This is an optimization exercise on Yosys and OpenROAD, whose aim is small area and a short achievable clock period, not a production implementation. Only simulation tests tie the RTL to the original design; equivalence was not proved. No activity file was given, so power comes from the tool's default toggle rates.

File: flow/flow/abc.script
strash
dc2
balance
 rewrite
 refactor
 balance
 rewrite
 rewrite -z
 balance
 refactor -z
 rewrite -z
 balance
&get -n
&deepsyn -T 60
&put
dch -f
map -B 0.9
topo
File: flow/standard.sh
#!/bin/bash
# synth_recipe.tcl (not shown) runs the flow's synth.tcl, then flattens the netlist and writes it again
# the make line also repeats each setting of config.mk as NAME=value (left out here)
make -C /OpenROAD-flow-scripts/flow DESIGN_CONFIG=/design/flow/config.mk WORK_HOME=/design/flow/orfs CLKGATE_MAP_FILE= SYNTH_SCRIPT=/design/flow/synth_recipe.tcl "${@:-finish}"
File: flow/design.v
module minifloat_unit (
    input  wire        clk,
    input  wire [4:0]  op,
    input  wire [31:0] a,
    input  wire [31:0] b,
    output wire [31:0] y,
    output wire [1:0]  st
);
    wire [11:0] ahi_d;
    wire [4:0]  tz_d;
    wire        or_d;
    mf_front u_front (.op(op), .a(a), .b(b[7:0]), .ahi(ahi_d), .tz(tz_d), .or19_11(or_d));
    reg [4:0]  op_q;
    reg [7:0]  p_q;        
    reg [11:0] ahi_q;      
    reg [2:0]  amid_q;     
    reg        a16_q;      
    reg        or_q;       
    reg [4:0]  tz_q;       
    always @(posedge clk) begin
        op_q   <= op;
        p_q    <= a[7:0];
        ahi_q  <= ahi_d;
        amid_q <= a[10:8];
        a16_q  <= a[16];
        or_q   <= or_d;
        tz_q   <= tz_d;
    end
    wire [7:0] lo_d;
    wire [8:0] hi_d;
    wire [1:0] st_d;
    mf_core u_core (.op(op_q), .p(p_q), .q(ahi_q[11:4]), .lt(ahi_q[3]), .d(ahi_q[2:0]), .ahi(ahi_q), .amid(amid_q),
                    .a16(a16_q), .or19_11(or_q), .tz(tz_q), .lo(lo_d), .hi(hi_d), .st(st_d));
    reg [7:0]  lo_q;
    reg [8:0]  hi_q;      
    reg [1:0]  st_q;
    always @(posedge clk) begin
        lo_q <= lo_d;
        hi_q <= hi_d;
        st_q <= st_d;
    end
    assign y  = {hi_q[8:7], {4{hi_q[6]}}, hi_q[5:0], 12'd0, lo_q};
    assign st = st_q;
endmodule
module mf_front (
    input  wire [4:0]  op,
    input  wire [31:0] a,
    input  wire [7:0]  b,
    output wire [11:0] ahi,       
    output wire [4:0]  tz,        
    output wire        or19_11
);
    wire       vv = (op == 5'd9) || (op[4:2] == 3'b011 && op[1:0] != 2'b11);
    wire [7:0] q  = {b[7] ^ (op == 5'd13), b[6:0]};
    wire       lt = (a[6:4] < b[6:4]);
    wire [2:0] d  = lt ? (b[6:4] - a[6:4]) : (a[6:4] - b[6:4]);
    assign ahi = vv ? {q, lt, d} : a[31:20];
    assign or19_11 = |a[19:11];
    wire [23:0] g = {1'b1, a[22:0]};
    wire [5:0]  z;                   
    wire [11:0] l;                   
    genvar i;
    generate
        for (i = 0; i < 6; i = i + 1) begin : grp
            wire [3:0] w = g[4*i+3:4*i];
            assign z[i]         = ~|w;
            assign l[2*i+1]     = ~w[0] & ~w[1];
            assign l[2*i]       = ~w[0] & (w[1] | ~w[2]);
        end
    endgenerate
    wire [5:0] first = {z[4] & z[3] & z[2] & z[1] & z[0],
                        ~z[4] & z[3] & z[2] & z[1] & z[0],
                        ~z[3] & z[2] & z[1] & z[0],
                        ~z[2] & z[1] & z[0],
                        ~z[1] & z[0],
                        ~z[0]};
    assign tz[4]   = z[3] & z[2] & z[1] & z[0];
    assign tz[3]   = z[1] & z[0] & ~(z[2] & z[3]);
    assign tz[2]   = first[1] | first[3] | first[5];
    assign tz[1:0] = ({2{first[0]}} & l[1:0])  | ({2{first[1]}} & l[3:2])  |
                     ({2{first[2]}} & l[5:4])  | ({2{first[3]}} & l[7:6])  |
                     ({2{first[4]}} & l[9:8])  | ({2{first[5]}} & l[11:10]);
endmodule
module mf_core (
    input  wire [4:0]  op,
    input  wire [7:0]  p,
    input  wire [7:0]  q,
    input  wire        lt,
    input  wire [2:0]  d,
    input  wire [11:0] ahi,       
    input  wire [2:0]  amid,      
    input  wire        a16,
    input  wire        or19_11,
    input  wire [4:0]  tz,
    output reg  [7:0]  lo,        
    output wire [8:0]  hi,        
    output reg  [1:0]  st
);
    wire op_norm = (op == 5'd10);
    wire op_mul  = (op == 5'd14);
    wire [7:0]  v_l   = lt ? q : p;                   
    wire [7:0]  v_s  = lt ? p : q;                   
    wire [3:0]  ml   = v_l[3:0];
    wire [10:0] xs   = {7'd0, v_s[3:0]} << d;
    wire        same = (p[7] == q[7]);
    wire        hi0  = (xs[10:4] == 7'd0);
    wire        sgt  = !hi0 || (xs[3:0] > ml);       
    wire        tie  = hi0 && (xs[3:0] == ml);
    wire [9:0]  sum  = xs[9:0] + {6'd0, ml};
    wire [9:0]  dif1 = xs[9:0] - {6'd0, ml};
    wire [3:0]  dif2 = ml - xs[3:0];
    wire [9:0]  add_m    = same ? sum : (sgt ? dif1 : {6'd0, dif2});
    wire        add_s    = same ? p[7] : (sgt ? v_s[7] : v_l[7]);
    wire        add_zero = !same && tie;
    wire [3:0] esum      = {1'b0, p[6:4]} + {1'b0, q[6:4]};
    wire       mul_s     = p[7] ^ q[7];
    wire [7:0] mul_p     = p[3:0] * q[3:0];
    wire       mul_under = (esum < 4'd2);
    wire       mul_sat   = (esum > 4'd8);
    wire [2:0] mul_e     = esum[2:0] - 3'd2;
    wire norm_big = (ahi[11:7] != 5'd0) || (ahi[3:0] != 4'd0) || or19_11 || amid[2];
    wire [2:0] n_e   = op_norm ? ahi[6:4] : (op_mul ? mul_e : v_l[6:4]);
    wire [9:0] n_m   = op_norm ? {amid[1:0], p} : (op_mul ? {2'd0, mul_p} : add_m);
    wire       n_sat = op_norm ? norm_big : (op_mul && mul_sat);
    reg  [2:0] k;
    reg  [3:0] mo;
    always @* begin
        casez (n_m)
            10'b1?????????: begin k = 3'd6; mo = n_m[9:6]; end
            10'b01????????: begin k = 3'd5; mo = n_m[8:5]; end
            10'b001???????: begin k = 3'd4; mo = n_m[7:4]; end
            10'b0001??????: begin k = 3'd3; mo = n_m[6:3]; end
            10'b00001?????: begin k = 3'd2; mo = n_m[5:2]; end
            10'b000001????: begin k = 3'd1; mo = n_m[4:1]; end
            default:        begin k = 3'd0; mo = n_m[3:0]; end
        endcase
    end
    wire       n_s = n_sat || (n_e == 3'd7) || (k > n_e);
    wire [6:0] n_y = n_s ? 7'h70 : {n_e - k, mo};
    wire       vs = p[7];
    wire [2:0] ve = p[6:4];
    wire [3:0] vm = p[3:0];
    reg  [1:0] lp;
    reg  [2:0] fr;
    always @* begin
        casez (vm)
            4'b1???: begin lp = 2'd3; fr = vm[2:0]; end
            4'b01??: begin lp = 2'd2; fr = {vm[1:0], 1'b0}; end
            4'b001?: begin lp = 2'd1; fr = {vm[0], 2'b0}; end
            default: begin lp = 2'd0; fr = 3'd0; end
        endcase
    end
    wire [7:0]  xexp   = 8'd125 + {5'd0, ve} + {6'd0, lp};
    wire [11:0] tof_hi = (vm == 4'd0) ? {vs, 11'd0} : {vs, xexp, fr};
    assign hi = (op == 5'd15) ? {tof_hi[11:10], tof_hi[9], tof_hi[5:0]} : 9'd0;
    wire       fs   = ahi[11];
    wire [7:0] fx   = ahi[10:3];
    wire [3:0] top  = {1'b1, ahi[2:0]};
    wire       xz   = (fx == 8'd0);
    wire       fz   = (tz == 5'd23);
    wire       xlo  = (fx < 8'd125);               
    wire       xhi  = (fx > 8'd147);               
    wire [4:0] u    = fx[4:0] + 5'd3;              
    wire [5:0] qp   = {1'b0, u} + {1'b0, tz};      
    wire       low  = xlo || (!xhi && (qp < 6'd23));
    wire       high = xhi || (qp > 6'd29);
    wire [2:0] eb   = qp[2:0] + 3'd1;              
    wire       tge  = (tz >= 5'd20);
    wire [3:0] mt   = top >> tz[1:0];              
    wire [2:0] c    = 3'd4 - tz[2:0];              
    wire [3:0] e2   = {1'b0, eb} - {1'b0, c};      
    wire       e2ok = (tz >= 5'd14) && !e2[3];
    wire [6:0] inr  = (high || !(tge || e2ok)) ? 7'h70 : (tge ? {eb, mt} : {e2[2:0], top});
    wire       xabs = xz ? !fz : low;
    wire [7:0] xy   = xz ? {fs, 7'd0} : {fs, inr};
    wire [1:0] ash  = 2'd0 - fx[1:0];              
    wire [6:0] alo  = xlo ? 7'd0 : ((fx <= 8'd128) ? {3'd0, top >> ash} : 7'h70);
    wire [7:0] ay   = xz ? {fs, 7'd0} : (low ? {fs, alo} : {fs, inr});
    always @* begin
        lo = 8'd0;
        st = 2'd0;
        case (op)
            5'd0:  lo = 8'd0;
            5'd1:  lo = 8'h21;
            5'd2:  lo = {a16, amid, p[3:0]};
            5'd3:  lo = {7'd0, p[7]};
            5'd4:  lo = {5'd0, p[6:4]};
            5'd5:  lo = {4'd0, p[3:0]};
            5'd6:  lo = {7'd0, p[7]};
            5'd7:  lo = {7'd0, ~p[7]};
            5'd8:  lo = (p[6:0] == 7'd0) ? 8'd0 : (p[7] ? 8'hFF : 8'h01);
            5'd9:  lo = {7'd0, (p == q)};
            5'd10: lo = {1'b0, n_y};
            5'd11: lo = p ^ 8'h80;
            5'd12, 5'd13: lo = add_zero ? 8'd0 : {add_s, n_y};
            5'd14: lo = mul_under ? {mul_s, 7'd0} : {mul_s, n_y};
            5'd15: lo = 8'd0;
            5'd16: begin
                if (xabs) st = 2'd1;
                else      lo = xy;
            end
            5'd17: lo = ay;
            default: st = 2'd2;
        endcase
    end
endmodule
File: flow/flow/run.sh
#!/bin/bash
# Own layout flow: the standard ORFS flow (standard.sh) with these changes.
#  1. Synthesis is synth_recipe.tcl unchanged except that ABC maps the
#     request-stage module mf_front with flow/abc_front.script and the rest
#     with flow/abc.script (registers, flattening and renaming as standard).
#  2. Ports are buffered with sky130_fd_sc_hd__buf_1 instead of the delay
#     buffer buffer_ports picks by default.
#  3. Yosys maps adders to plain gates for ABC (no full/half-adder cells).
#  4. repair_timing aims at a setup margin of flow/margin.txt ns, so that it
#     works on the datapath rather than stopping once the 15 ns clock is met.
# Each tool's full output stays in orfs/logs/; make's own output goes to
# make_finish.log in this folder.
set -euo pipefail
HERE=$(pwd)
MARGIN=$(cat flow/margin.txt)
cat > my_synth.tcl <<EOT
proc abc {args} {
  set i [lsearch -exact \$args -script]
  set front \$args
  lset front [expr {\$i + 1}] $HERE/flow/abc_front.script
  yosys abc {*}\$front mf_front
  set rest \$args
  lset rest [expr {\$i + 1}] $HERE/flow/abc.script
  yosys abc {*}\$rest
}
EOT
cat synth_recipe.tcl >> my_synth.tcl
bash standard.sh SYNTH_SCRIPT=$HERE/my_synth.tcl SETUP_SLACK_MARGIN=$MARGIN \
  "BUFFER_PORTS_ARGS=-buffer_cell sky130_fd_sc_hd__buf_1" ADDER_MAP_FILE= finish > make_finish.log 2>&1
File: flow/flow/abc_front.script
strash
balance
 rewrite
 refactor
 balance
 rewrite
 rewrite -z
 balance
 refactor -z
 rewrite -z
 balance
balance
 rewrite
 refactor
 balance
 rewrite
 rewrite -z
 balance
 refactor -z
 rewrite -z
 balance
dch -f
map -B 0.9
topo
buffer -c
upsize -c
dnsize -c
File: flow/config.mk
export PLATFORM = sky130hd
export DESIGN_NAME = minifloat_unit
export DESIGN_NICKNAME = minifloat_unit
export VERILOG_FILES = /design/flow/design.v
export SDC_FILE = /design/flow/constraint.sdc
export NUM_CORES = 4
export LEC_CHECK = 0
export CAP_MARGIN = 20
export CORE_MARGIN = 2
export CORE_UTILIZATION = 55
export CTS_BUF_LIST = sky130_fd_sc_hd__clkbuf_4 sky130_fd_sc_hd__clkbuf_8
export CTS_CLUSTER_DIAMETER = 60
export CTS_CLUSTER_SIZE = 24
export SLEW_MARGIN = 20
export SYNTH_HIERARCHICAL = 1
export SYNTH_MINIMUM_KEEP_SIZE = 0
File: flow/constraint.sdc
create_clock -name core_clock -period 15.0 [get_ports {clk}]
set_input_delay 3.0000 -clock core_clock [delete_from_list [all_inputs] [get_ports {clk}]]
set_output_delay 3.0000 -clock core_clock [all_outputs]
set_load 0.01 [all_outputs]
File: flow/flow/margin.txt
11.25
==> results.txt, run 1 <==
CTS tree built; unrepaired setup endpoints after global routing yes; startpoint types flop; share of cells above drive strength 1 13.7%; fin crit share 25.4%; Setup Skew 0.00785 ns; clock tree buffer depth 2; top_reg_cell synth dfxtp_1; root buf cell clkbuf_8; HP Start op_q[4]; post-detailed-route count of antenna-violating nets 0; Port Buf Inserts 67; total negative slack 0 ns; first-pass GRT wire length 23700 um; P per Cell Area 82.2 mW/mm^2; final net count 959; Final Power 0.447 mW; reg2reg start op_q[2]; filler cell count 795; worst endpoint required time 12.00 ns; # IOs 104; post-route minimum period 3.81 ns; # diodes 0; # DRC 0; Hold WC Path Type reg2reg; htree depth 2; CP peak stage delay 0.39 ns; post-synth cell types 47; first-pass detailed-route iteration total 6; Final Max Tran Viols 0; GRT Util Overall 33.0%; static leakage 2.41 nW; headroom to the max-slew limit 49.7%; final hold violation count 0; post-DP HPWL 11700 um; Max Fclk 262 MHz; CP Launch Point hi_q[6]; Die Y 95.7 um; CP cell instances buf_6; vias 5734; most common cell after layout, fill and taps aside nand2_1; CP Buf/Inv Count 1; clk sinks 54; synthesized area per cell 5.73 um^2; die width 95.7 um; vias in the first global route 5088; Crit path max-delay family flip-flops; initial antenna violation count 0; worst-path fanout max 4; Syn-to-layout area delta 17.5%; drt via density 5.76; Worst-path clk slew 0.10 ns; ys async rst share 0%; Core Box Area 0.00818 mm^2; Synth Instances 808; Worst-Margin Slew 0.735 ns; FF+latch count, synth 54; Arr. time, crit path 0.81 ns; GRT overflow 0; outcome timing/DRC/antenna clean; most frequent cells in the layout 237 x nand2_1, 82 x clkinv_1, 78 x nor2_1; critical path type reg2out; Post-synth EDFFs 0; Starting Density 56.6%; GPL Wtd Cong 0.985; synthesized cell area 0.00463 mm^2; Max Cap Violations 0; yosys warns 8; 1st-iter DRT viols 481; die area 0.00916 mm^2; register area share after synthesis 23.4%; clock latency (worst-skew pair) 0.31 ns; CTS Hold Bufs 0; final setup fails 0; total CTS buffers 5; Critical Path End Type primary output; critical path's slowest cell dfxtp_4; Avg WL per Cell 15.1 um; largest net degree at the start of global routing 19; WL final 15000 um; num rows 33; VDD IR max 49.1 uV
## power by group
part / switching (mW) / total, mW / leakage [nW] / internal (mW)
clock network: 0.0504 / 0.100 / 0.0504 / 0.0497
registers: 0.0140 / 0.166 / 0.455 / 0.152
logic: 0.119 / 0.181 / 1.90 / 0.0621
total: 0.184 / 0.447 / 2.41 / 0.263
## synth_stat cells (15+ instances only)
library cell    n  area (um^2)
nor3_1         16         80.1
buf_4          16          120
nor2_1         82          308
o21ai_0        50          250
nand2_1       248          931
nand4_1        15         93.8
nand3_1        75          375
clkinv_1       90          338
a21oi_1        43          215
inv_1          24         90.1
dfxtp_1        54         1080
## per-module statistics from Yosys, one instance, submodules excluded
module	flops+latches	times used	cells
mf_front	0	1	134
mf_core	0	1	604
minifloat_unit	54	1	70
## per-layer routing
layer | wire, um | part of all wire (%) | vias up | global-route usage, %
met2 | 7070 | 47 | 299 | 56.5
met1 | 6150 | 41 | 2558 | 41.3
met5 | 0 | 0 | - | 0
met4 | 596 | 4.0 | 0 | 14.8
met3 | 1170 | 7.8 | 50 | 4.62
li1 | - | - | 2827 | -
## cells by family after synthesis
| kind of cell | synth area share (%) |
|---|---|
| compound gates | 19.4 |
| xor+xnor | 1.89 |
| buf+inv | 12.3 |
| flops | 23.4 |
| other cells | 0.0810 |
| simple gates | 43.0 |
## path summary, 6_finish.rpt
path / endpoint / slack [ns] / cells after the start
setup / recovery: y[28] / 11.19 / 1
hold / removal: st_q[1] / 0.53 / 2
hold reg to reg: st_q[1] / 0.53 / 2
setup reg to reg: lo_q[4] / 11.47 / 19
## timing repair
item | CTS | global route
endpoints found under the setup margin | 38 | 41
pin swaps | 2 | 6
gates resized for setup | 46 | 69
buffers inserted | 4 | 7
## sequential cells by signal, summed over array words and instances, names as in the netlist
register / count
st_q: 2
op_q: 5
or_q: 1
p_q: 8
ahi_q: 12
a16_q: 1
tz_q: 5
lo_q: 8
hi_q: 9
amid_q: 3
## layout make-up
cell class | count | area (um^2) | share of cell area (%)
Multi-Input combinational cell | 632 | 3140 | 57.7
Sequential cell | 54 | 1130 | 20.7
Timing Repair Buffer | 80 | 474 | 8.72
Inverter | 116 | 453 | 8.33
Tap cell | 105 | 131 | 2.42
Clock buffer | 5 | 68.8 | 1.27
Clock inverter | 3 | 45.0 | 0.829
## metrics by stage
stage	hold WS [ns]	cells	area, um^2	worst slack [ns]	utilization (%)
global route	0.543	995	5440	11.16	66.5
global placement	0.488	976	4930	10.68	60.4
detailed placement	0.496	976	4930	10.59	60.4
CTS	0.515	988	5160	11.21	63.2
floorplan	0.444	819	4670	11.25	-
finish	0.527	995	5440	11.19	66.5
==> inputs of run 2 (changes only) <==
==> flow/flow/margin.txt (replaced) <==
11.18
==> run 2 against run 1 <==
Compared with the run above: via count fell by 0.12%; final area fell by 2.2%; first-iteration DRC count rose by 4.0%; critical path depth did not move; routed wire length fell by 0.38%; largest cell class unchanged; final cell count fell by 0.10%; clock power barely moved; synthesized area did not move; highest routed layer unchanged; fmax rose by 0.15%; flip-flop and latch count did not move; total power fell by 1.0%.
==> results.txt, run 2 <==
outcome timing/DRC/antenna clean (unchanged); final design utilization 65.0% (was 66.5%); largest net degree at the start of global routing 19 (unchanged); # IOs 104 (unchanged); CP peak stage delay 0.38 ns (was 0.39 ns); root buf cell clkbuf_8 (unchanged); Crit path max-delay family flip-flops (unchanged); register area share after synthesis 23.4% (unchanged); synthesized area per cell 5.73 um^2 (unchanged); startpoint types flop (unchanged); Commonest cells post-synth 248 x nand2_1, 90 x clkinv_1, 82 x nor2_1 (unchanged); clock latency (worst-skew pair) 0.31 ns (about the same); Synth Instances 808 (unchanged); Core Box Area 0.00818 mm^2 (unchanged); htree depth 2 (unchanged); Post-synth EDFFs 0 (unchanged); Synth top area share 23.4% (unchanged); CTS Hold Bufs 0 (unchanged); Max Fclk 263 MHz (was 262 MHz); critical path's slowest cell dfxtp_4 (unchanged); headroom to the max-slew limit 48.4% (was 49.7%); final setup fails 0 (unchanged); Regs by FF count ahi_q x12, hi_q x9 (unchanged); CP cell instances buf_6 (unchanged); die width 95.7 um (unchanged); critical path type reg2out (unchanged); # diodes 0 (unchanged); yosys warns 8 (unchanged); static leakage 2.35 nW (was 2.41 nW); vias in the first global route 5101 (was 5088); most common cell after layout, fill and taps aside nand2_1 (unchanged); first-pass GRT wire length 23700 um (about the same); top cells by area, synth dfxtp_1 23%, nand2_1 20%, nand3_1 8.1% (unchanged); top_reg_cell synth dfxtp_1 (unchanged); count leader, synth nand2_1 (unchanged); 1st-iter DRT viols 500 (was 481); post-route minimum period 3.81 ns (about the same); VDD IR max 49.2 uV (was 49.1 uV); die area 0.00916 mm^2 (unchanged); Starting Density 56.6% (unchanged); most frequent cells in the layout 241 x nand2_1, 83 x clkinv_1, 78 x nor2_1 (was 237 x nand2_1, 82 x clkinv_1, 78 x nor2_1); worst endpoint required time 12.00 ns (about the same); vias 5727 (was 5734); worst-path fanout max 4 (unchanged); clock tree buffer depth 2 (unchanged); share of cells above drive strength 1 11.0% (was 13.7%); Worst-path clk slew 0.10 ns (about the same); Die Y 95.7 um (unchanged); Most flops, register ahi_q (unchanged); WL final 14900 um (was 15000 um); FF+latch count, synth 54 (unchanged); total negative slack 0 ns (unchanged); Post-Layout Cell Count 994 (was 995); GRT overflow 0 (unchanged); Syn-to-layout area delta 14.8% (was 17.5%); num rows 33 (unchanged); Placed Cells incl. Taps 976 (unchanged); synthesized cell area 0.00463 mm^2 (unchanged); post-DP HPWL 11700 um (unchanged); Avg WL per Cell 15.0 um (was 15.1 um); max FFs per register 12 (unchanged); GPL Wtd Cong 0.985 (unchanged); Hold WC Path Type reg2reg (unchanged); clk sinks 54 (unchanged); drt via density 5.76 (about the same); GRT Util Overall 33.1% (was 33.0%); P per Cell Area 83.3 mW/mm^2 (was 82.2 mW/mm^2); Final Max Tran Viols 0 (unchanged); Port Buf Inserts 67 (unchanged); CP Buf/Inv Count 1 (unchanged); Arr. time, crit path 0.81 ns (about the same); ys async rst share 0% (unchanged); Critical Path End Type primary output (unchanged); largest area contributor in the netlist dfxtp_1 (unchanged); first-pass detailed-route iteration total 7 (was 6); Max Cap Violations 0 (unchanged); total CTS buffers 5 (unchanged); fin crit share 25.4% (about the same); CTS tree built (unchanged); unrepaired setup endpoints after global routing yes (unchanged); initial antenna violation count 0 (unchanged); # DRC 0 (unchanged); final hold violation count 0 (unchanged); post-synth cell types 47 (unchanged); post-detailed-route count of antenna-violating nets 0 (unchanged); final net count 958 (was 959); Setup Skew 0.00862 ns (was 0.00785 ns); Worst-Margin Slew 0.754 ns (was 0.735 ns)
-- run 2: cell counts after synthesis --
Identical to the previous run, type by type.
-- run 2: layer usage --
metal,share of wire (%),wire [um],up-vias,GRT usage [%]
met3,7.2,1080,57,4.70
met2,47,7010,296,56.4
met4,4.2,620,0,14.9
li1,-,-,2826,-
met5,0,0,-,0
met1,42,6220,2548,41.3
-- run 2: kinds of logic after synthesis --
family,Yosys count,share of synthesized area (%)
XOR/XNOR,10,1.89
buffers and inverters,133,12.3
AO/OA/AOI/OAI,149,19.4
flip-flops,54,23.4
other,1,0.0810
AND/OR/NAND/NOR,461,43.0
-- run 2: worst register-to-register path, delay by kind of cell, from the launching register on --
family	cells	cell delay, ns
DFF	1	0.67
buffers and inverters	3	0.92
and+or+nand+nor	15	1.81
AOI/OAI and AO/OA	1	0.09
-- run 2: per-module statistics from Yosys, one instance, submodules excluded --
module          flops+latches  area, um^2  cells  copies in the design
minifloat_unit             54        1200     70                     1
mf_front                    0         644    134                     1
mf_core                     0        2790    604                     1
-- run 2: final timing paths --
| check | slack (ns) | depth (start not counted) | end | startpoint |
|---|---|---|---|---|
| max | 11.19 | 1 | y[28] | hi_q[6] |
| min | 0.53 | 2 | st_q[1] | op_q[4] |
| max reg2reg | 11.40 | 19 | lo_q[4] | op_q[2] |
| min reg2reg | 0.53 | 2 | st_q[1] | op_q[4] |
-- run 2: layout make-up --
cell class	count	area, um^2
clock buffer	5	68.8
timing repair buffer	79	395
sequential	54	1110
multi-input combinational	632	3110
fill	811	2860
tap	105	131
clock inverter	3	45.0
inverter	116	447
-- run 2: power breakdown --
part	switching (mW)	total (mW)	internal, mW
Sequential	0.0147	0.166	0.151
Clock	0.0498	0.0995	0.0497
Combinational	0.117	0.177	0.0594
-- run 2: repair_timing --
| item | 4_1_cts | 5_1_grt |
|---|---|---|
| setup endpoints to repair | 12 | 25 |
| pin swaps | 1 | 5 |
| buffers inserted | 3 | 7 |
| gates resized for setup | 22 | 56 |
-- run 2: stage by stage --
stage	hold slack, ns	area, um^2	setup WS [ns]	total power [mW]
after detailed placement	0.496	4930	10.59	0.327
after global placement	0.488	4930	10.68	0.323
after floorplan	0.444	4670	11.25	0.286
final	0.529	5310	11.19	0.442
after global routing	0.551	5310	11.14	0.473
after CTS	0.515	5120	11.18	0.429
==> inputs of run 3 (changes only) <==
==> flow/flow/margin.txt (replaced) <==
11.15
==> run 3 against run 2 <==
Compared with the run above: still clean on timing, DRC and antenna; synthesized area unchanged; worst hold slack better by 0.0018 ns; clock power about the same; non-clock buffer count down 3; clock skew about the same; total power down 0.38%; setup slack better by 0.017 ns; register-to-register slack better by 0.04 ns; fmax up 0.45%; critical endpoint is now y[26]; largest cell class unchanged; largest power group unchanged.
==> results.txt, run 3 <==
outcome timing/DRC/antenna clean (unchanged); worst endpoint required time 12.00 ns (about the same); clock tree buffer depth 2 (unchanged); Synth top area share 23.4% (unchanged); # diodes 0 (unchanged); critical path's slowest cell dfxtp_2 (was dfxtp_4); post-detailed-route count of antenna-violating nets 0 (unchanged); post-synth cell types 47 (unchanged); synthesized area per cell 5.73 um^2 (unchanged); post-route minimum period 3.79 ns (was 3.81 ns); share of cells above drive strength 1 9.26% (was 11.0%); yosys warns 8 (unchanged); clk sinks 54 (unchanged); final setup fails 0 (unchanged); # DRC 0 (unchanged); Max Fclk 264 MHz (was 263 MHz); ys async rst share 0% (unchanged); first-pass detailed-route iteration total 6 (was 7); Arr. time, crit path 0.79 ns (was 0.81 ns); Synth Instances 808 (unchanged); Worst-Margin Slew 0.719 ns (was 0.754 ns); WL final 14900 um (about the same); total CTS buffers 5 (unchanged); most common cell after layout, fill and taps aside nand2_1 (unchanged); CTS tree built (unchanged); VDD IR max 48.2 uV (was 49.2 uV); final hold violation count 0 (unchanged); final net count 955 (was 958); GPL Wtd Cong 0.985 (unchanged); static leakage 2.29 nW (was 2.35 nW); die width 95.7 um (unchanged); final design utilization 64.2% (was 65.0%); Placed Cells incl. Taps 976 (unchanged); fin crit share 25.3% (was 25.4%); FF+latch count, synth 54 (unchanged); worst-path fanout max 4 (unchanged); Avg WL per Cell 15.0 um (about the same); top_reg_cell synth dfxtp_1 (unchanged); top cells by area, synth dfxtp_1 23%, nand2_1 20%, nand3_1 8.1% (unchanged); Final Max Tran Viols 0 (unchanged); most frequent cells in the layout 242 x nand2_1, 83 x clkinv_1, 78 x nor2_1 (was 241 x nand2_1, 83 x clkinv_1, 78 x nor2_1); count leader, synth nand2_1 (unchanged); Port Buf Inserts 67 (unchanged); root buf cell clkbuf_8 (unchanged); Die Y 95.7 um (unchanged); Regs by FF count ahi_q x12, hi_q x9 (unchanged); clock latency (worst-skew pair) 0.31 ns (about the same); CP Buf/Inv Count 1 (unchanged); die area 0.00916 mm^2 (unchanged); htree depth 2 (unchanged); Post-Layout Cell Count 991 (was 994); Reg2Reg Setup Slack 11.44 ns (was 11.40 ns); Crit path max-delay family flip-flops (unchanged); Starting Density 56.6% (unchanged); largest area contributor in the netlist dfxtp_1 (unchanged); vias in the first global route 5080 (was 5101); Commonest cells post-synth 248 x nand2_1, 90 x clkinv_1, 82 x nor2_1 (unchanged); P per Cell Area 84.0 mW/mm^2 (was 83.3 mW/mm^2); GRT Util Overall 32.9% (was 33.1%); CTS Hold Bufs 0 (unchanged); Setup Skew 0.00816 ns (was 0.00862 ns); Syn-to-layout area delta 13.4% (was 14.8%); Final Power 0.441 mW (was 0.442 mW); Most flops, register ahi_q (unchanged); synthesized cell area 0.00463 mm^2 (unchanged); Critical Path End Type primary output (unchanged); critical path type reg2out (unchanged); # IOs 104 (unchanged); CP peak stage delay 0.35 ns (was 0.38 ns); worst hold slack 0.531 ns (was 0.529 ns); max FFs per register 12 (unchanged); largest net degree at the start of global routing 19 (unchanged); startpoint types flop (unchanged); 1st-iter DRT viols 526 (was 500); total negative slack 0 ns (unchanged); num rows 33 (unchanged); register area share after synthesis 23.4% (unchanged); drt via density 5.77 (was 5.76); vias 5715 (was 5727); first-pass GRT wire length 23600 um (was 23700 um); Core Box Area 0.00818 mm^2 (unchanged); headroom to the max-slew limit 50.8% (was 48.4%); unrepaired setup endpoints after global routing yes (unchanged); Post-synth EDFFs 0 (unchanged); Max Cap Violations 0 (unchanged); Worst-path clk slew 0.10 ns (about the same); initial antenna violation count 0 (unchanged); Hold WC Path Type reg2reg (unchanged); CP cell instances buf_2 (was buf_6); GRT overflow 0 (unchanged); post-DP HPWL 11700 um (unchanged)
## run 3: changes by cell type in the layout (fill, tap and decap cells not counted), sizes merged
cell and change:
buf +8, inv -1, clkbuf -11, clkinv +1
## run 3: power breakdown
group	leakage [nW]	internal [mW]	switching, mW	total, mW
clock	0.0504	0.0497	0.0499	0.0996
sequential	0.451	0.151	0.0150	0.167
combinational	1.79	0.0580	0.117	0.175
## run 3: worst paths after layout
check / from / endpoint / cells after the start
worst min-delay path: op_q[4] / st_q[1] / 2
worst max-delay path: hi_q[6] / y[26] / 1
worst max register to register: p_q[2] / lo_q[4] / 27
worst min register to register: op_q[4] / st_q[1] / 2
## run 3: final cells by class
class,instances,area (um^2)
clock buffer,5,68.8
clock inverter,3,45.0
fill,822,2930
inverter,116,445
multi-input combinational,632,3110
sequential,54,1110
tap,105,131
timing repair buffer,76,333
## run 3: Yosys stat by module, one instance, submodules excluded
module	flops+latches	cells inside	times used	area (um^2)
mf_core	0	604	1	2790
minifloat_unit	54	70	1	1200
mf_front	0	134	1	644
## run 3: timing repair
item,in CTS,in global routing
setup endpoints to repair,8,21
resized for setup,21,37
cloned,0,0
buffers inserted,0,7
pin swaps,0,4
## run 3: metrics by stage
step                      instance area (um^2)  setup slack (ns)
after floorplan                           4670             11.25
after global placement                    4930             10.68
after detailed placement                  4930             10.59
after CTS                                 5090             11.15
after global routing                      5250             11.11
final                                     5250             11.21
## run 3: kinds of logic (layout without fill, tap and decap cells)
group,after synthesis,count (layout),share of synthesized area [%]
other,1,12,0.0810
AND/OR/NAND/NOR,461,461,43.0
buffers and inverters,133,200,12.3
XOR/XNOR,10,10,1.89
flip-flops,54,54,23.4
AO/OA/AOI/OAI,149,149,19.4
## run 3: routing by layer
metal	routed length [um]	track usage, %	vias up
met5	0	0	-
met3	1180	4.70	42
li1	-	-	2823
met1	6130	41.2	2548
met2	7050	56.1	302
met4	505	14.9	0
## run 3: worst reg2reg max path, delay by kind of cell, from the launching register on
family	cells	cell delay [ns]
buf+inv	1	0.14
compound gates	1	0.23
simple gates	25	2.65
flops	1	0.43
==> inputs of run 4 (changes only) <==
==> flow/flow/margin.txt (replaced) <==
11.0
==> run 4 against run 3 <==
Compared with the run above: synthesized area did not move; setup slack got worse by 0.053 ns; utilization fell by 0.83 points; register-to-register slack got worse by 0.11 ns; critical endpoint is now y[28]; largest cell class unchanged.
==> results.txt, run 4 <==
outcome timing/DRC/antenna clean (unchanged); unrepaired setup endpoints after global routing no (was yes); post-route minimum period 3.84 ns (was 3.79 ns); worst-path fanout max 4 (unchanged); ys async rst share 0% (unchanged); FF+latch count, synth 54 (unchanged); synthesized cell area 0.00463 mm^2 (unchanged); post-detailed-route count of antenna-violating nets 0 (unchanged); Synth top area share 23.4% (unchanged); vias in the first global route 5066 (was 5080); Post-Layout Cell Count 988 (was 991); first-pass GRT wire length 23600 um (about the same); share of cells above drive strength 1 7.02% (was 9.26%); Worst-path clk slew 0.10 ns (about the same); internal power 0.258 mW (was 0.259 mW); num rows 33 (unchanged); clock latency (worst-skew pair) 0.32 ns (was 0.31 ns); GRT overflow 0 (unchanged); most common cell after layout, fill and taps aside nand2_1 (unchanged); Port Buf Inserts 67 (unchanged); Die Y 95.7 um (unchanged); Placed Cells incl. Taps 976 (unchanged); CP Buf/Inv Count 1 (unchanged); most frequent cells in the layout 246 x nand2_1, 86 x clkinv_1, 79 x nor2_1 (was 242 x nand2_1, 83 x clkinv_1, 78 x nor2_1); register area share after synthesis 23.4% (unchanged); # DRC 0 (unchanged); Syn-to-layout area delta 11.9% (was 13.4%); htree depth 2 (unchanged); Starting Density 56.6% (unchanged); drt via density 5.68 (was 5.77); Worst-Margin Slew 0.747 ns (was 0.719 ns); count leader, synth nand2_1 (unchanged); CTS tree built (unchanged); root buf cell clkbuf_8 (unchanged); max FFs per register 12 (unchanged); worst endpoint required time 12.00 ns (about the same); sw frac 41.0% (was 41.2%); Crit path max-delay family flip-flops (unchanged); final net count 952 (was 955); # IOs 104 (unchanged); critical path's slowest cell dfxtp_1 (was dfxtp_2); Most flops, register ahi_q (unchanged); total CTS buffers 5 (unchanged); CTS Hold Bufs 0 (unchanged); synthesized area per cell 5.73 um^2 (unchanged); Synth Instances 808 (unchanged); sequential fraction of design power 38.1% (was 37.8%); post-synth cell types 47 (unchanged); initial antenna violation count 0 (unchanged); startpoint types flop (unchanged); post-DP HPWL 11700 um (unchanged); clock tree buffer depth 2 (unchanged); net switching power 0.179 mW (was 0.182 mW); final hold violation count 0 (unchanged); die area 0.00916 mm^2 (unchanged); CP peak stage delay 0.37 ns (was 0.35 ns); Avg WL per Cell 14.8 um (was 15.0 um); Gate power share 39.1% (was 39.6%); Hold WC Path Type reg2reg (unchanged); Max Fclk 260 MHz (was 264 MHz); fin crit share 25.6% (was 25.3%); Max Cap Violations 0 (unchanged); top_reg_cell synth dfxtp_1 (unchanged); # diodes 0 (unchanged); clock group share of total power 22.8% (was 22.6%); first-pass detailed-route iteration total 5 (was 6); critical path type reg2out (unchanged); Final Max Tran Viols 0 (unchanged); VDD IR max 58.3 uV (was 48.2 uV); Regs by FF count ahi_q x12, hi_q x9 (unchanged); vias 5612 (was 5715); WL final 14600 um (was 14900 um); clk sinks 54 (unchanged); GPL Wtd Cong 0.985 (unchanged); Core Box Area 0.00818 mm^2 (unchanged); 1st-iter DRT viols 520 (was 526); total negative slack 0 ns (unchanged); die width 95.7 um (unchanged); largest net degree at the start of global routing 19 (unchanged); Arr. time, crit path 0.84 ns (was 0.79 ns); yosys warns 8 (unchanged); CP cell instances buf_1 (was buf_2); Setup Skew 0.00581 ns (was 0.00816 ns); Critical Path End Type primary output (unchanged); static leakage 2.23 nW (was 2.29 nW); Commonest cells post-synth 248 x nand2_1, 90 x clkinv_1, 82 x nor2_1 (unchanged); Post-synth EDFFs 0 (unchanged); largest area contributor in the netlist dfxtp_1 (unchanged); final setup fails 0 (unchanged); top cells by area, synth dfxtp_1 23%, nand2_1 20%, nand3_1 8.1% (unchanged); headroom to the max-slew limit 48.9% (was 50.8%); P per Cell Area 84.4 mW/mm^2 (was 84.0 mW/mm^2); final design utilization 63.3% (was 64.2%); GRT Util Overall 33.0% (was 32.9%)
[run 4: cell counts after synthesis]
Identical to the previous run, type by type.
[run 4: area by class of cell]
type	instances	area [um^2]
tap	105	131
sequential	54	1100
clock inverter	3	45.0
inverter	116	444
multi-input combinational	632	3080
timing repair buffer	73	300
fill	828	3000
clock buffer	5	68.8
[run 4: per-layer routing]
metal  routed length [um]  up-vias  global-route usage (%)
li1                     -     2809                       -
met1                 6150     2502                    41.5
met2                 6800      252                    56.1
met3                 1060       49                    4.62
met4                  578        0                    14.4
met5                    0        -                       0
[run 4: Yosys stat by module (local to each module, per instance)]
| module | flops+latches | copies in the design |
|---|---|---|
| mf_core | 0 | 1 |
| minifloat_unit | 54 | 1 |
| mf_front | 0 | 1 |
[run 4: repair_timing]
action / 4_1_cts / 5_1_grt
resized for setup: 10 / 26
pin swaps: 0 / 2
setup endpoints to repair: 7 / 7
buffers inserted: 0 / 4
[run 4: logic make-up after synthesis]
logic type / after synthesis / synth area share, %
other: 1 / 0.0810
and+or+nand+nor: 461 / 43.0
xor gates and xnor gates: 10 / 1.89
buffers and inverters: 133 / 12.3
DFF: 54 / 23.4
AOI/OAI and AO/OA: 149 / 19.4
[run 4: power by group through the flow]
| stage | Combinational, mW | Clock, mW | Sequential, mW |
|---|---|---|---|
| after CTS | 0.160 | 0.101 | 0.166 |
| after floorplan | 0.120 | 0 | 0.165 |
| after global placement | 0.154 | 0 | 0.169 |
| final | 0.171 | 0.0996 | 0.167 |
| after detailed placement | 0.158 | 0 | 0.169 |
| after global routing | 0.193 | 0.107 | 0.168 |
[run 4: worst paths after layout]
| kind | startpoint | endpoint | slack [ns] | cells after the start |
|---|---|---|---|---|
| worst min-delay path | op_q[4] | st_q[1] | 0.52 | 2 |
| worst min register to register | op_q[4] | st_q[1] | 0.52 | 2 |
| worst max-delay path | hi_q[6] | y[28] | 11.16 | 1 |
| worst max register to register | ahi_q[5] | lo_q[4] | 11.33 | 23 |
[run 4: through the flow]
stage | power [mW] | worst slack (ns) | area (um^2) | hold WS (ns)
4_1_cts | 0.427 | 11.01 | 5070 | 0.515
3_5_place_dp | 0.327 | 10.59 | 4930 | 0.496
5_1_grt | 0.468 | 11.00 | 5180 | 0.550
3_3_place_gp | 0.323 | 10.68 | 4930 | 0.488
6_report | 0.437 | 11.16 | 5180 | 0.517
2_1_floorplan | 0.286 | 11.25 | 4670 | 0.444
==> inputs of run 5 (changes only) <==
==> flow/flow/margin.txt (replaced) <==
11.2
==> run 5 against run 4 <==
Compared with the run above: still clean on timing, DRC and antenna; critical path depth stayed put; flip-flop and latch count stayed put; via count is 1.9% higher; fmax is 0.97% higher; clock power hardly changed; sequential share of layout area is 0.27 points lower; first-iteration DRC count is 0.58% higher; combinational power is 2% higher; critical path type unchanged; critical endpoint unchanged.
==> results.txt, run 5 <==
static leakage 2.37 nW (was 2.23 nW); CP Buf/Inv Count 1 (unchanged); final net count 957 (was 952); Synth Instances 808 (unchanged); Core Box Area 0.00818 mm^2 (unchanged); multi-input logic area 0.00312 mm^2 (was 0.00308 mm^2); final design utilization 65.2% (was 63.3%); filler cell count 816 (was 828); clk sinks 54 (unchanged); vias 5717 (was 5612); Worst R2R Path Depth 19 (was 23); HP Start op_q[4] (unchanged); CP peak stage delay 0.38 ns (was 0.37 ns); post-synth cell types 47 (unchanged); Commonest cells post-synth 248 x nand2_1, 90 x clkinv_1, 82 x nor2_1 (unchanged); DP Worst Slack 10.59 ns (unchanged); num rows 33 (unchanged); # IOs 104 (unchanged); root buf cell clkbuf_8 (unchanged); top cells by area, synth dfxtp_1 23%, nand2_1 20%, nand3_1 8.1% (unchanged); Die Y 95.7 um (unchanged); post-DP HPWL 11700 um (unchanged); max FFs per register 12 (unchanged); GRT overflow 0 (unchanged); die area 0.00916 mm^2 (unchanged); Placed Cells incl. Taps 976 (unchanged); largest net degree at the start of global routing 19 (unchanged); WL final 14900 um (was 14600 um); die width 95.7 um (unchanged); CTS Hold Bufs 0 (unchanged); headroom to the max-slew limit 47.2% (was 48.9%); ys async rst share 0% (unchanged); r2r endpoint lo_q[4] (unchanged); Syn-to-layout area delta 15.1% (was 11.9%); GPL Wtd Cong 0.985 (unchanged); Worst Hold Path EP st_q[1] (unchanged); fin crit share 25.4% (was 25.6%); Hold WC Path Type reg2reg (unchanged); FF+latch count, synth 54 (unchanged); yosys warns 8 (unchanged); initial antenna violation count 0 (unchanged); register area share after synthesis 23.4% (unchanged); Worst-path clk slew 0.10 ns (about the same); vias in the first global route 5105 (was 5066); clock latency (worst-skew pair) 0.31 ns (was 0.32 ns); top_reg_cell synth dfxtp_1 (unchanged); Regs by FF count ahi_q x12, hi_q x9 (unchanged); final setup fails 0 (unchanged); post-detailed-route count of antenna-violating nets 0 (unchanged); worst hold slack 0.522 ns (was 0.517 ns); first-pass GRT wire length 23700 um (was 23600 um); critical path's slowest cell dfxtp_4 (was dfxtp_1); Setup Skew 0.00662 ns (was 0.00581 ns); CP cell instances buf_6 (was buf_1); Max Fclk 263 MHz (was 260 MHz); final hold violation count 0 (unchanged); CTS tree built (unchanged); Reg2Reg Setup Slack 11.42 ns (was 11.33 ns); Final Power 0.441 mW (was 0.437 mW); Reg area 0.00112 mm^2 (was 0.00110 mm^2); Port Buf Inserts 67 (unchanged); Final Cell Area 0.00533 mm^2 (was 0.00518 mm^2); worst endpoint required time 12.00 ns (about the same); post-route minimum period 3.81 ns (was 3.84 ns); Crit path max-delay family flip-flops (unchanged); Starting Density 56.6% (unchanged); # DRC 0 (unchanged); P per Cell Area 82.8 mW/mm^2 (was 84.4 mW/mm^2); synthesized area per cell 5.73 um^2 (unchanged); Most flops, register ahi_q (unchanged); most frequent cells in the layout 241 x nand2_1, 83 x clkinv_1, 78 x nor2_1 (was 246 x nand2_1, 86 x clkinv_1, 79 x nor2_1); Synth top area share 23.4% (unchanged); # diodes 0 (unchanged); GRT Util Overall 33.1% (was 33.0%); Post-synth EDFFs 0 (unchanged); most common cell after layout, fill and taps aside nand2_1 (unchanged); first-pass detailed-route iteration total 5 (unchanged); htree depth 2 (unchanged); drt via density 5.76 (was 5.68); critical path type reg2out (unchanged); WP depth 1 (unchanged); VDD IR max 49.1 uV (was 58.3 uV); Final Max Tran Viols 0 (unchanged); share of cells above drive strength 1 12.4% (was 7.02%); Critical Path End Type primary output (unchanged); outcome timing/DRC/antenna clean (unchanged); total CTS buffers 5 (unchanged); Avg WL per Cell 15.0 um (was 14.8 um); largest area contributor in the netlist dfxtp_1 (unchanged); 1st-iter DRT viols 523 (was 520); synthesized cell area 0.00463 mm^2 (unchanged); placed standard-cell area 0.00493 mm^2 (unchanged); total negative slack 0 ns (unchanged); Worst-Margin Slew 0.772 ns (was 0.747 ns); count leader, synth nand2_1 (unchanged); Arr. time, crit path 0.81 ns (was 0.84 ns); startpoint types flop (unchanged); Max Cap Violations 0 (unchanged); Post-Layout Cell Count 993 (was 988); reg2reg start op_q[2] (was ahi_q[5]); unrepaired setup endpoints after global routing yes (was no); clock tree buffer depth 2 (unchanged); worst-path fanout max 4 (unchanged); Final WS setup 11.19 ns (was 11.16 ns); WHS Path Cells 2 (unchanged)
==> run 5: cell counts after synthesis <==
No cell type changed its count.
==> run 5: worst register-to-register path, stage by stage (launching register included) <==
cell and delay [ns]:
dfxtp_1 0.67, clkinv_1 0.51, nor2_2 0.47, clkinv_1 0.30, nor2_1 0.20, a21oi_1 0.09, nand2_1 0.07, clkinv_1 0.10
nand2_2 0.13, nor2_2 0.06, nand4_1 0.15, nand2_1 0.09, nand2_1 0.09, nand3_1 0.09, nand2_1 0.08, nand2_1 0.08
nand2_2 0.11, nand2_1 0.06, nand2_1 0.06, nand2_1 0.05
==> run 5: kinds of logic (layout without fill, tap and decap cells) <==
| kind of cell | after synthesis | in the layout | share of synthesized area, % |
|---|---|---|---|
| AOI/OAI and AO/OA | 149 | 149 | 19.4 |
| xor gates and xnor gates | 10 | 10 | 1.89 |
| buffers and inverters | 133 | 202 | 12.3 |
| DFF | 54 | 54 | 23.4 |
| other | 1 | 12 | 0.0810 |
| and+or+nand+nor | 461 | 461 | 43.0 |
==> run 5: power breakdown <==
part           internal (mW)  leakage (nW)  switching, mW
combinational         0.0588          1.86          0.117
sequential             0.152         0.454         0.0148
clock                 0.0497        0.0504         0.0496
==> run 5: Yosys stat by module, one instance, submodules excluded <==
module,copies in the design,cells,flip-flops and latches
mf_core,1,604,0
minifloat_unit,1,70,54
mf_front,1,134,0
==> run 5: how the worst max path moves through the flow <==
| stage | from | to |
|---|---|---|
| 2_1_floorplan | op[1] | ahi_q[10] |
| 3_3_place_gp | ahi_q[3] | lo_q[0] |
| 3_5_place_dp | ahi_q[5] | lo_q[0] |
| 4_1_cts | st_q[0] | st[0] |
| 5_1_grt | ahi_q[7] | lo_q[4] |
| 6_report | hi_q[6] | y[28] |
==> run 5: area by class of cell <==
type                            count  share of cell area, %
Clock buffer                        5                   1.29
Clock inverter                      3                  0.845
Inverter                          116                   8.43
Multi-Input combinational cell    632                   58.5
Sequential cell                    54                   21.1
Tap cell                          105                   2.47
Timing Repair Buffer               78                   7.40
==> run 5: per-layer routing <==
| metal | vias to the layer above | share of wire (%) | GRT usage [%] | routed length (um) |
|---|---|---|---|---|
| met3 | 47 | 7.6 | 4.70 | 1140 |
| met2 | 297 | 47 | 56.5 | 7070 |
| met4 | 0 | 3.6 | 14.9 | 536 |
| li1 | 2827 | - | - | - |
| met5 | - | 0 | 0 | 0 |
| met1 | 2546 | 41 | 41.3 | 6170 |
==> run 5: repair_timing <==
| item | CTS | global route |
|---|---|---|
| endpoints found under the setup margin | 17 | 32 |
| setup buffers | 4 | 5 |
| gates resized for setup | 28 | 64 |
| pin swaps | 2 | 5 |
==> inputs of run 6 (changes only) <==
--- a/flow/flow/abc.script
+++ b/flow/flow/abc.script
@@ -14,4 +14,5 @@
 &deepsyn -T 60
 &put
+balance
 dch -f
 map -B 0.9
==> flow/flow/margin.txt (replaced) <==
11.1
==> run 6 against run 5 <==
Compared with the run above: critical endpoint unchanged; global-route usage is 0.42 points lower; largest cell class unchanged; first-iteration DRC count is 22% lower; fmax is 0.50% lower; register-to-register slack better by 0.03 ns; flip-flop and latch count stayed put; combinational power hardly changed; die area is 0.88% higher; still clean on timing, DRC and antenna; critical path type unchanged.
==> results.txt, run 6 <==
final setup fails 0 (unchanged); Final Cell Area 0.00534 mm^2 (was 0.00533 mm^2); critical path's slowest cell dfxtp_2 (was dfxtp_4); Most flops, register ahi_q (unchanged); Max Fclk 261 MHz (was 263 MHz); Synth Instances 823 (was 808); headroom to the max-slew limit 53.7% (was 47.2%); # DRC 0 (unchanged); worst endpoint required time 12.00 ns (about the same); first-pass detailed-route iteration total 5 (unchanged); drt via density 5.68 (was 5.76); yosys warns 8 (unchanged); register area share after synthesis 23.2% (was 23.4%); reg2reg start ahi_q[3] (was op_q[2]); post-detailed-route count of antenna-violating nets 0 (unchanged); clk sinks 54 (unchanged); Placed Cells incl. Taps 989 (was 976); Arr. time, crit path 0.82 ns (was 0.81 ns); Regs by FF count ahi_q x12, hi_q x9 (unchanged); total negative slack 0 ns (unchanged); Crit path max-delay family flip-flops (unchanged); max FFs per register 12 (unchanged); 1st-iter DRT viols 410 (was 523); CTS Hold Bufs 0 (unchanged); root buf cell clkbuf_8 (unchanged); most frequent cells in the layout 246 x nand2_1, 88 x clkinv_1, 86 x nor2_1 (was 241 x nand2_1, 83 x clkinv_1, 78 x nor2_1); Worst-Margin Slew 0.677 ns (was 0.772 ns); largest net degree at the start of global routing 20 (was 19); num rows 33 (unchanged); share of cells above drive strength 1 9.49% (was 12.4%); die area 0.00924 mm^2 (was 0.00916 mm^2); total CTS buffers 5 (unchanged); Avg WL per Cell 14.9 um (was 15.0 um); Die Y 96.1 um (was 95.7 um); Port Buf Inserts 67 (unchanged); # IOs 104 (unchanged); Worst Hold Path EP st_q[1] (unchanged); first-pass GRT wire length 23600 um (was 23700 um); VDD IR max 42.2 uV (was 49.1 uV); CP peak stage delay 0.36 ns (was 0.38 ns); Post-synth EDFFs 0 (unchanged); GRT overflow 0 (unchanged); post-synth cell types 47 (unchanged); die width 96.1 um (was 95.7 um); WHS Path Cells 2 (unchanged); outcome timing/DRC/antenna clean (unchanged); vias in the first global route 5221 (was 5105); Reg2Reg Setup Slack 11.45 ns (was 11.42 ns); CP cell instances buf_1 (was buf_6); Synth top area share 23.2% (was 23.4%); top cells by area, synth dfxtp_1 23%, nand2_1 20%, clkinv_1 7.6% (was dfxtp_1 23%, nand2_1 20%, nand3_1 8.1%); Critical Path End Type primary output (unchanged); final net count 975 (was 957); final hold violation count 0 (unchanged); worst-path fanout max 4 (unchanged); CTS tree built (unchanged); Starting Density 56.8% (was 56.6%); synthesized area per cell 5.67 um^2 (was 5.73 um^2); post-DP HPWL 11600 um (was 11700 um); count leader, synth nand2_1 (unchanged); most common cell after layout, fill and taps aside nand2_1 (unchanged); Worst R2R Path Depth 27 (was 19); FF+latch count, synth 54 (unchanged); r2r endpoint lo_q[4] (unchanged); unrepaired setup endpoints after global routing yes (unchanged); Max Cap Violations 0 (unchanged); vias 5745 (was 5717); startpoint types flop (unchanged); clock latency (worst-skew pair) 0.32 ns (was 0.31 ns); initial antenna violation count 0 (unchanged); Setup Skew 0.0106 ns (was 0.00662 ns); P per Cell Area 83.2 mW/mm^2 (was 82.8 mW/mm^2); Worst-path clk slew 0.11 ns (was 0.10 ns); Syn-to-layout area delta 14.4% (was 15.1%); clock tree buffer depth 2 (unchanged); Final Max Tran Viols 0 (unchanged); synthesized cell area 0.00467 mm^2 (was 0.00463 mm^2); # diodes 0 (unchanged); post-route minimum period 3.82 ns (was 3.81 ns); GRT Util Overall 32.7% (was 33.1%); fin crit share 25.5% (was 25.4%); WP depth 1 (unchanged); Core Box Area 0.00822 mm^2 (was 0.00818 mm^2); filler cell count 814 (was 816); CP Buf/Inv Count 1 (unchanged); Commonest cells post-synth 253 x nand2_1, 94 x clkinv_1, 91 x nor2_1 (was 248 x nand2_1, 90 x clkinv_1, 82 x nor2_1); htree depth 2 (unchanged); critical path type reg2out (unchanged); largest area contributor in the netlist dfxtp_1 (unchanged); WL final 15100 um (was 14900 um); GPL Wtd Cong 1.02 (was 0.985); top_reg_cell synth dfxtp_1 (unchanged); ys async rst share 0% (unchanged); Hold WC Path Type reg2reg (unchanged); HP Start op_q[4] (unchanged); Post-Layout Cell Count 1011 (was 993); static leakage 2.33 nW (was 2.37 nW); final design utilization 65.0% (was 65.2%); worst hold slack 0.509 ns (was 0.522 ns); placed standard-cell area 0.00496 mm^2 (was 0.00493 mm^2)
run 6: changes by cell type after synthesis, sizes merged, moves of 3 or more:
cell    change
nor2        +9
nand3       -7
nor3        +6
nand2       +5
clkinv      +4
a21oi       +3
o21ai       -3
run 6: logic make-up (layout without fill, tap and decap cells):
family          count (synthesis)  after routing  share of synthesized area, %
buf+inv                       137            209                          12.5
compound gates                145            145                          18.5
simple gates                  476            476                          43.9
flops                          54             54                          23.2
other cells                     1             12                        0.0803
xor+xnor                       10             10                          1.88
run 6: worst max-delay path by stage:
stage / from / to / slack (ns)
3_5_place_dp: ahi_q[3] / lo_q[4] / 10.63
3_3_place_gp: ahi_q[3] / lo_q[4] / 10.74
6_report: hi_q[6] / y[28] / 11.18
4_1_cts: ahi_q[3] / lo_q[4] / 11.10
2_1_floorplan: op[1] / ahi_q[10] / 11.25
5_1_grt: p_q[2] / lo_q[4] / 11.08
run 6: tightest hold or removal path, delay by kind of cell (launching register included):
family | cells | cell delay, ns
flops | 1 | 0.34
compound gates | 1 | 0.06
buf+inv | 1 | 0.07
run 6: routing by layer:
metal | vias to the layer above | part of all wire (%) | wire length [um] | global-route usage, %
li1 | 2870 | - | - | -
met3 | 51 | 7.3 | 1110 | 5.17
met2 | 274 | 47 | 7100 | 57.5
met5 | - | 0 | 0 | 0
met4 | 0 | 3.8 | 568 | 13.9
met1 | 2550 | 42 | 6330 | 39.1
run 6: report_power, final:
group | internal, mW | switching [mW]
Combinational | 0.0577 | 0.116
Sequential | 0.151 | 0.0144
Clock | 0.0510 | 0.0535
Total | 0.260 | 0.184
run 6: what timing repair did:
action / CTS / global route
gates resized for setup: 14 / 44
hold endpoints to repair: 0 / 0
setup buffers: 0 / 14
pin swaps: 0 / 6
cloned: 0 / 0
setup endpoints to repair: 7 / 16
run 6: per-module statistics from Yosys (local to each module, per instance):
module | times used | cells
mf_core | 1 | 619
minifloat_unit | 1 | 70
mf_front | 1 | 134
run 6: metrics by stage:
step | total power [mW] | setup WS [ns]
3_5_place_dp | 0.326 | 10.63
2_1_floorplan | 0.287 | 11.25
5_1_grt | 0.474 | 11.08
3_3_place_gp | 0.321 | 10.74
4_1_cts | 0.431 | 11.10
6_report | 0.444 | 11.18
run 6: final cells by class:
class | count | area [um^2] | share of cell area [%]
multi-input combinational | 643 | 3150 | 59.0
sequential | 54 | 1120 | 20.9
inverter | 120 | 465 | 8.72
timing repair buffer | 81 | 355 | 6.65
tap | 105 | 131 | 2.46
clock buffer | 5 | 68.8 | 1.29
clock inverter | 3 | 48.8 | 0.914
==> inputs of run 7 (changes only) <==
--- a/flow/flow/abc.script
+++ b/flow/flow/abc.script
@@ -14,5 +14,4 @@
 &deepsyn -T 60
 &put
-balance
 dch -f
 map -B 0.9
==> run 7 against run 6 <==
Compared with the run above: utilization decreased by 1.2 points; non-clock buffer count decreased by 7; critical path depth unchanged; highest routed layer unchanged.
==> results.txt, run 7 <==
outcome timing/DRC/antenna clean (unchanged); clk sinks 54 (unchanged); total CTS buffers 5 (unchanged); Final Power 0.439 mW (was 0.444 mW); max FFs per register 12 (unchanged); placed standard-cell area 0.00493 mm^2 (was 0.00496 mm^2); worst endpoint required time 12.00 ns (about the same); Synth top area share 23.4% (was 23.2%); root buf cell clkbuf_8 (unchanged); total negative slack 0 ns (unchanged); Max Used Layer met4 (unchanged); # diodes 0 (unchanged); startpoint types flop (unchanged); unrepaired setup endpoints after global routing yes (unchanged); met2 WL 6910 um (was 7100 um); Arr. time, crit path 0.81 ns (was 0.82 ns); first-pass detailed-route iteration total 7 (was 5); Regs by FF count ahi_q x12, hi_q x9 (unchanged); synthesized cell area 0.00463 mm^2 (was 0.00467 mm^2); VDD IR max 48.1 uV (was 42.2 uV); clock tree buffer depth 2 (unchanged); initial antenna violation count 0 (unchanged); Syn-to-layout area delta 12.7% (was 14.4%); Worst-Margin Slew 0.747 ns (was 0.677 ns); WL final 14800 um (was 15100 um); GRT overflow 0 (unchanged); # IOs 104 (unchanged); fin crit share 25.4% (was 25.5%); 1st-iter DRT viols 491 (was 410); htree depth 2 (unchanged); synthesized area per cell 5.73 um^2 (was 5.67 um^2); drt via density 5.75 (was 5.68); most frequent cells in the layout 244 x nand2_1, 83 x clkinv_1, 78 x nor2_1 (was 246 x nand2_1, 88 x clkinv_1, 86 x nor2_1); WL met3 1040 um (was 1110 um); num rows 33 (unchanged); headroom to the max-slew limit 48.9% (was 53.7%); Crit path max-delay family flip-flops (unchanged); post-route minimum period 3.81 ns (was 3.82 ns); CP Buf/Inv Count 1 (unchanged); worst hold slack 0.522 ns (was 0.509 ns); Starting Density 56.6% (was 56.8%); Worst-path clk slew 0.10 ns (was 0.11 ns); Post-synth EDFFs 0 (unchanged); post-synth cell types 47 (unchanged); Final Cell Area 0.00522 mm^2 (was 0.00534 mm^2); top_reg_cell synth dfxtp_1 (unchanged); final setup fails 0 (unchanged); Avg WL per Cell 14.9 um (about the same); Reg2Reg Setup Slack 11.41 ns (was 11.45 ns); die area 0.00916 mm^2 (was 0.00924 mm^2); final hold violation count 0 (unchanged); largest net degree at the start of global routing 19 (was 20); Setup Skew 0.00799 ns (was 0.0106 ns); post-detailed-route count of antenna-violating nets 0 (unchanged); count leader, synth nand2_1 (unchanged); Max Cap Violations 0 (unchanged); Final Max Tran Viols 0 (unchanged); first-pass GRT wire length 23700 um (was 23600 um); register area share after synthesis 23.4% (was 23.2%); CTS tree built (unchanged); Critical Path End Type primary output (unchanged); # DRC 0 (unchanged); yosys warns 8 (unchanged); P per Cell Area 84.2 mW/mm^2 (was 83.2 mW/mm^2); vias 5690 (was 5745); largest area contributor in the netlist dfxtp_1 (unchanged); critical path's slowest cell dfxtp_2 (unchanged); share of cells above drive strength 1 8.37% (was 9.49%); FF+latch count, synth 54 (unchanged); GRT Util Overall 33.0% (was 32.7%); critical path type reg2out (unchanged); filler cell count 828 (was 814); Most flops, register ahi_q (unchanged); CP peak stage delay 0.35 ns (was 0.36 ns); Commonest cells post-synth 248 x nand2_1, 90 x clkinv_1, 82 x nor2_1 (was 253 x nand2_1, 94 x clkinv_1, 91 x nor2_1); post-DP HPWL 11700 um (was 11600 um); Core Box Area 0.00818 mm^2 (was 0.00822 mm^2); Port Buf Inserts 67 (unchanged); M1 wire length 6270 um (was 6330 um); GPL Wtd Cong 0.985 (was 1.02); final net count 953 (was 975); vias in the first global route 5070 (was 5221); Synth Instances 808 (was 823); die width 95.7 um (was 96.1 um); clock latency (worst-skew pair) 0.31 ns (was 0.32 ns); worst-path fanout max 4 (unchanged); Hold WC Path Type reg2reg (unchanged); ys async rst share 0% (unchanged); static leakage 2.26 nW (was 2.33 nW); Die Y 95.7 um (was 96.1 um); CP cell instances buf_1 (unchanged); most common cell after layout, fill and taps aside nand2_1 (unchanged); Max Fclk 262 MHz (was 261 MHz); top cells by area, synth dfxtp_1 23%, nand2_1 20%, nand3_1 8.1% (was dfxtp_1 23%, nand2_1 20%, clkinv_1 7.6%)
[run 7: cells by family after synthesis]
| family | share of synthesized area [%] |
|---|---|
| other cells | 0.0810 |
| simple gates | 43.0 |
| xor+xnor | 1.89 |
| buf+inv | 12.3 |
| compound gates | 19.4 |
| flops | 23.4 |
[run 7: worst min-delay path: cells and delay by family (launching register included)]
| family | cells | cell delay, ns |
|---|---|---|
| buffers and inverters | 1 | 0.07 |
| DFF | 1 | 0.35 |
| and+or+nand+nor | 1 | 0.06 |
[run 7: cell type report]
cell class	instances	area, um^2	share of cell area (%)
clock inverters	3	45.0	0.864
repair buffers	74	313	6.00
well taps	105	131	2.52
inverters	116	445	8.54
multi-input cells	632	3110	59.5
clock buffers	5	68.8	1.32
flip-flops and latches	54	1110	21.2
[run 7: stage by stage]
step / worst slack (ns) / util (%) / cells
4_1_cts: 11.10 / 62.2 / 984
6_report: 11.19 / 63.8 / 989
2_1_floorplan: 11.25 / - / 819
3_5_place_dp: 10.59 / 60.4 / 976
3_3_place_gp: 10.68 / 60.4 / 976
5_1_grt: 11.04 / 63.8 / 989
[run 7: report_power, final]
group	switching [mW]	internal [mW]
Sequential	0.0157	0.152
Clock	0.0493	0.0497
Combinational	0.115	0.0571
[run 7: path summary, 6_finish.rpt]
path | cells after the start | startpoint | endpoint
hold / removal | 2 | op_q[4] | st_q[1]
hold reg to reg | 2 | op_q[4] | st_q[1]
setup / recovery | 1 | hi_q[6] | y[28]
setup reg to reg | 19 | op_q[2] | lo_q[4]
[run 7: per-module statistics from Yosys, one instance, submodules excluded]
module | flops+latches | times used | cells
mf_front | 0 | 1 | 134
mf_core | 0 | 1 | 604
minifloat_unit | 54 | 1 | 70
[run 7: timing repair]
action,CTS,global route
setup endpoints to repair,7,19
pin swaps,0,4
hold endpoints to repair,0,0
buffers inserted,0,5
resized for setup,17,31
hold buffers,0,0
[run 7: metal layers]
layer,up-vias,global-route usage (%)
met5,-,0
met4,0,13.9
met3,52,4.86
met2,295,56.4
met1,2527,41.4
li1,2816,-
==> inputs of run 8 (changes only) <==
--- a/flow/config.mk
+++ b/flow/config.mk
@@ -15,2 +15,3 @@
 export SYNTH_HIERARCHICAL = 1
 export SYNTH_MINIMUM_KEEP_SIZE = 0
+export TNS_END_PERCENT = 50
==> run 8 against run 7 <==
Compared with the run above: still clean on timing, DRC and antenna; synthesized cell count is the same; utilization is the same; final area is the same; largest cell class unchanged.
==> results.txt, run 8 <==
outcome timing/DRC/antenna clean (unchanged); 1st-iter DRT viols 491 (unchanged); drt via density 5.75 (unchanged); worst hold slack 0.522 ns (unchanged); unrepaired setup endpoints after global routing yes (unchanged); headroom to the max-slew limit 48.9% (unchanged); Hold WC Path Type reg2reg (unchanged); # DRC 0 (unchanged); post-DP HPWL 11700 um (unchanged); Worst-path clk slew 0.10 ns (about the same); Critical Path End Type primary output (unchanged); ys async rst share 0% (unchanged); Reg2Reg Setup Slack 11.41 ns (about the same); Avg WL per Cell 14.9 um (unchanged); Core Box Area 0.00818 mm^2 (unchanged); Regs by FF count ahi_q x12, hi_q x9 (unchanged); sequential fraction of design power 38.1% (about the same); VDD IR max 48.1 uV (unchanged); die width 95.7 um (unchanged); CP Buf/Inv Count 1 (unchanged); net switching power 0.180 mW (unchanged); post-synth cell types 47 (unchanged); internal power 0.258 mW (unchanged); most common cell after layout, fill and taps aside nand2_1 (unchanged); Syn-to-layout area delta 12.7% (unchanged); total CTS buffers 5 (unchanged); share of synthesized cell area in and, or, nand and nor gates 43.0% (unchanged); critical path's slowest cell dfxtp_2 (unchanged); CP Launch Point hi_q[6] (unchanged); Adder-Cell Fraction of Synth Area 0% (unchanged); sw frac 41.1% (unchanged); clock latency (worst-skew pair) 0.31 ns (about the same); largest area contributor in the netlist dfxtp_1 (unchanged); vias 5690 (unchanged); Final Max Tran Viols 0 (unchanged); worst endpoint required time 12.00 ns (about the same); HP Start op_q[4] (unchanged); num rows 33 (unchanged); FF+latch count, synth 54 (unchanged); register area share after synthesis 23.4% (unchanged); CP cell instances buf_1 (unchanged); GRT Util Overall 33.0% (unchanged); root buf cell clkbuf_8 (unchanged); final hold violation count 0 (unchanged); post-route minimum period 3.81 ns (unchanged); WL final 14800 um (unchanged); clk sinks 54 (unchanged); CTS tree built (unchanged); count leader, synth nand2_1 (unchanged); initial antenna violation count 0 (unchanged); first-pass GRT wire length 23700 um (unchanged); htree depth 2 (unchanged); Max Cap Violations 0 (unchanged); Die Y 95.7 um (unchanged); GRT overflow 0 (unchanged); Most flops, register ahi_q (unchanged); synthesized area per cell 5.73 um^2 (unchanged); Crit path max-delay family flip-flops (unchanged); multiplexer area fraction after synthesis 0% (unchanged); reg2reg start op_q[2] (unchanged); synthesized cell area 0.00463 mm^2 (unchanged); top cells by area, synth dfxtp_1 23%, nand2_1 20%, nand3_1 8.1% (unchanged); worst-path fanout max 4 (unchanged); Gate power share 39.3% (about the same); fin crit share 25.4% (unchanged); post-detailed-route count of antenna-violating nets 0 (unchanged); vias in the first global route 5070 (unchanged); startpoint types flop (unchanged); yosys warns 8 (unchanged); Synth Instances 808 (unchanged); most frequent cells in the layout 244 x nand2_1, 83 x clkinv_1, 78 x nor2_1 (unchanged); CP peak stage delay 0.35 ns (about the same); # IOs 104 (unchanged); total negative slack 0 ns (unchanged); clock tree buffer depth 2 (unchanged); Max Fclk 262 MHz (unchanged); GPL Wtd Cong 0.985 (unchanged); Synth top area share 23.4% (unchanged); top_reg_cell synth dfxtp_1 (unchanged); Synth Area in Compound Gates 19.4% (unchanged); share of cells above drive strength 1 8.37% (unchanged); Commonest cells post-synth 248 x nand2_1, 90 x clkinv_1, 82 x nor2_1 (unchanged); Arr. time, crit path 0.81 ns (about the same); final setup fails 0 (unchanged); clock group share of total power 22.6% (about the same); first-pass detailed-route iteration total 7 (unchanged); P per Cell Area 84.2 mW/mm^2 (unchanged); Starting Density 56.6% (unchanged); largest net degree at the start of global routing 19 (unchanged); # diodes 0 (unchanged); Setup Skew 0.00799 ns (unchanged); xor/xnor share of the synthesized area 1.89% (unchanged); die area 0.00916 mm^2 (unchanged); Worst-Margin Slew 0.747 ns (unchanged); Post-synth EDFFs 0 (unchanged); static leakage 2.26 nW (unchanged); filler cell count 828 (unchanged); final net count 953 (unchanged); Port Buf Inserts 67 (unchanged); largest family of logic cells by synthesized area simple AND/OR/NAND/NOR gates (unchanged); max FFs per register 12 (unchanged); critical path type reg2out (unchanged)
[run 8: cells by family after synthesis]
| kind of cell | after synthesis |
|---|---|
| AOI/OAI and AO/OA | 149 |
| xor gates and xnor gates | 10 |
| buffers and inverters | 133 |
| DFF | 54 |
| other | 1 |
| and+or+nand+nor | 461 |
[run 8: final timing paths]
kind | to | depth (start not counted)
worst min register to register | st_q[1] | 2
worst max register to register | lo_q[4] | 19
worst max-delay path | y[28] | 1
worst min-delay path | st_q[1] | 2
[run 8: cell type report]
| class | count | area [um^2] | area share (%) |
|---|---|---|---|
| multi-input combinational | 632 | 3110 | 59.5 |
| tap | 105 | 131 | 2.52 |
| clock inverter | 3 | 45.0 | 0.864 |
| timing repair buffer | 74 | 313 | 6.00 |
| clock buffer | 5 | 68.8 | 1.32 |
| inverter | 116 | 445 | 8.54 |
| sequential | 54 | 1110 | 21.2 |
[run 8: timing repair]
action / CTS / global route
endpoints found under the setup margin: 7 / 19
pin swaps: 0 / 4
setup buffers: 0 / 5
hold buffers: 0 / 0
gates cloned: 0 / 0
gates resized for setup: 17 / 31
[run 8: metrics by stage]
stage               setup WS, ns  util, %  total power, mW  cells  area, um^2
finish                     11.19     63.8            0.439    989        5220
detailed placement         10.59     60.4            0.327    976        4930
global route               11.04     63.8            0.470    989        5220
global placement           10.68     60.4            0.323    976        4930
floorplan                  11.25        -            0.286    819        4670
CTS                        11.10     62.2            0.428    984        5080
[run 8: layer usage]
layer	GRT usage (%)	vias to the layer above	part of all wire [%]
met5	0	-	0
li1	-	2816	-
met3	4.86	52	7.0
met2	56.4	295	47
met4	13.9	0	3.8
met1	41.4	2527	42
[run 8: power groups by stage]
| stage | registers, mW | logic [mW] | clock network (mW) |
|---|---|---|---|
| CTS | 0.166 | 0.160 | 0.101 |
| global placement | 0.169 | 0.154 | 0 |
| detailed placement | 0.169 | 0.158 | 0 |
| finish | 0.167 | 0.173 | 0.0990 |
| global route | 0.169 | 0.194 | 0.107 |
| floorplan | 0.165 | 0.120 | 0 |
[run 8: modules after synthesis, one instance, submodules excluded]
module,cells inside,times used,cell area [um^2],flops+latches
mf_front,134,1,644,0
minifloat_unit,70,1,1200,54
mf_core,604,1,2790,0
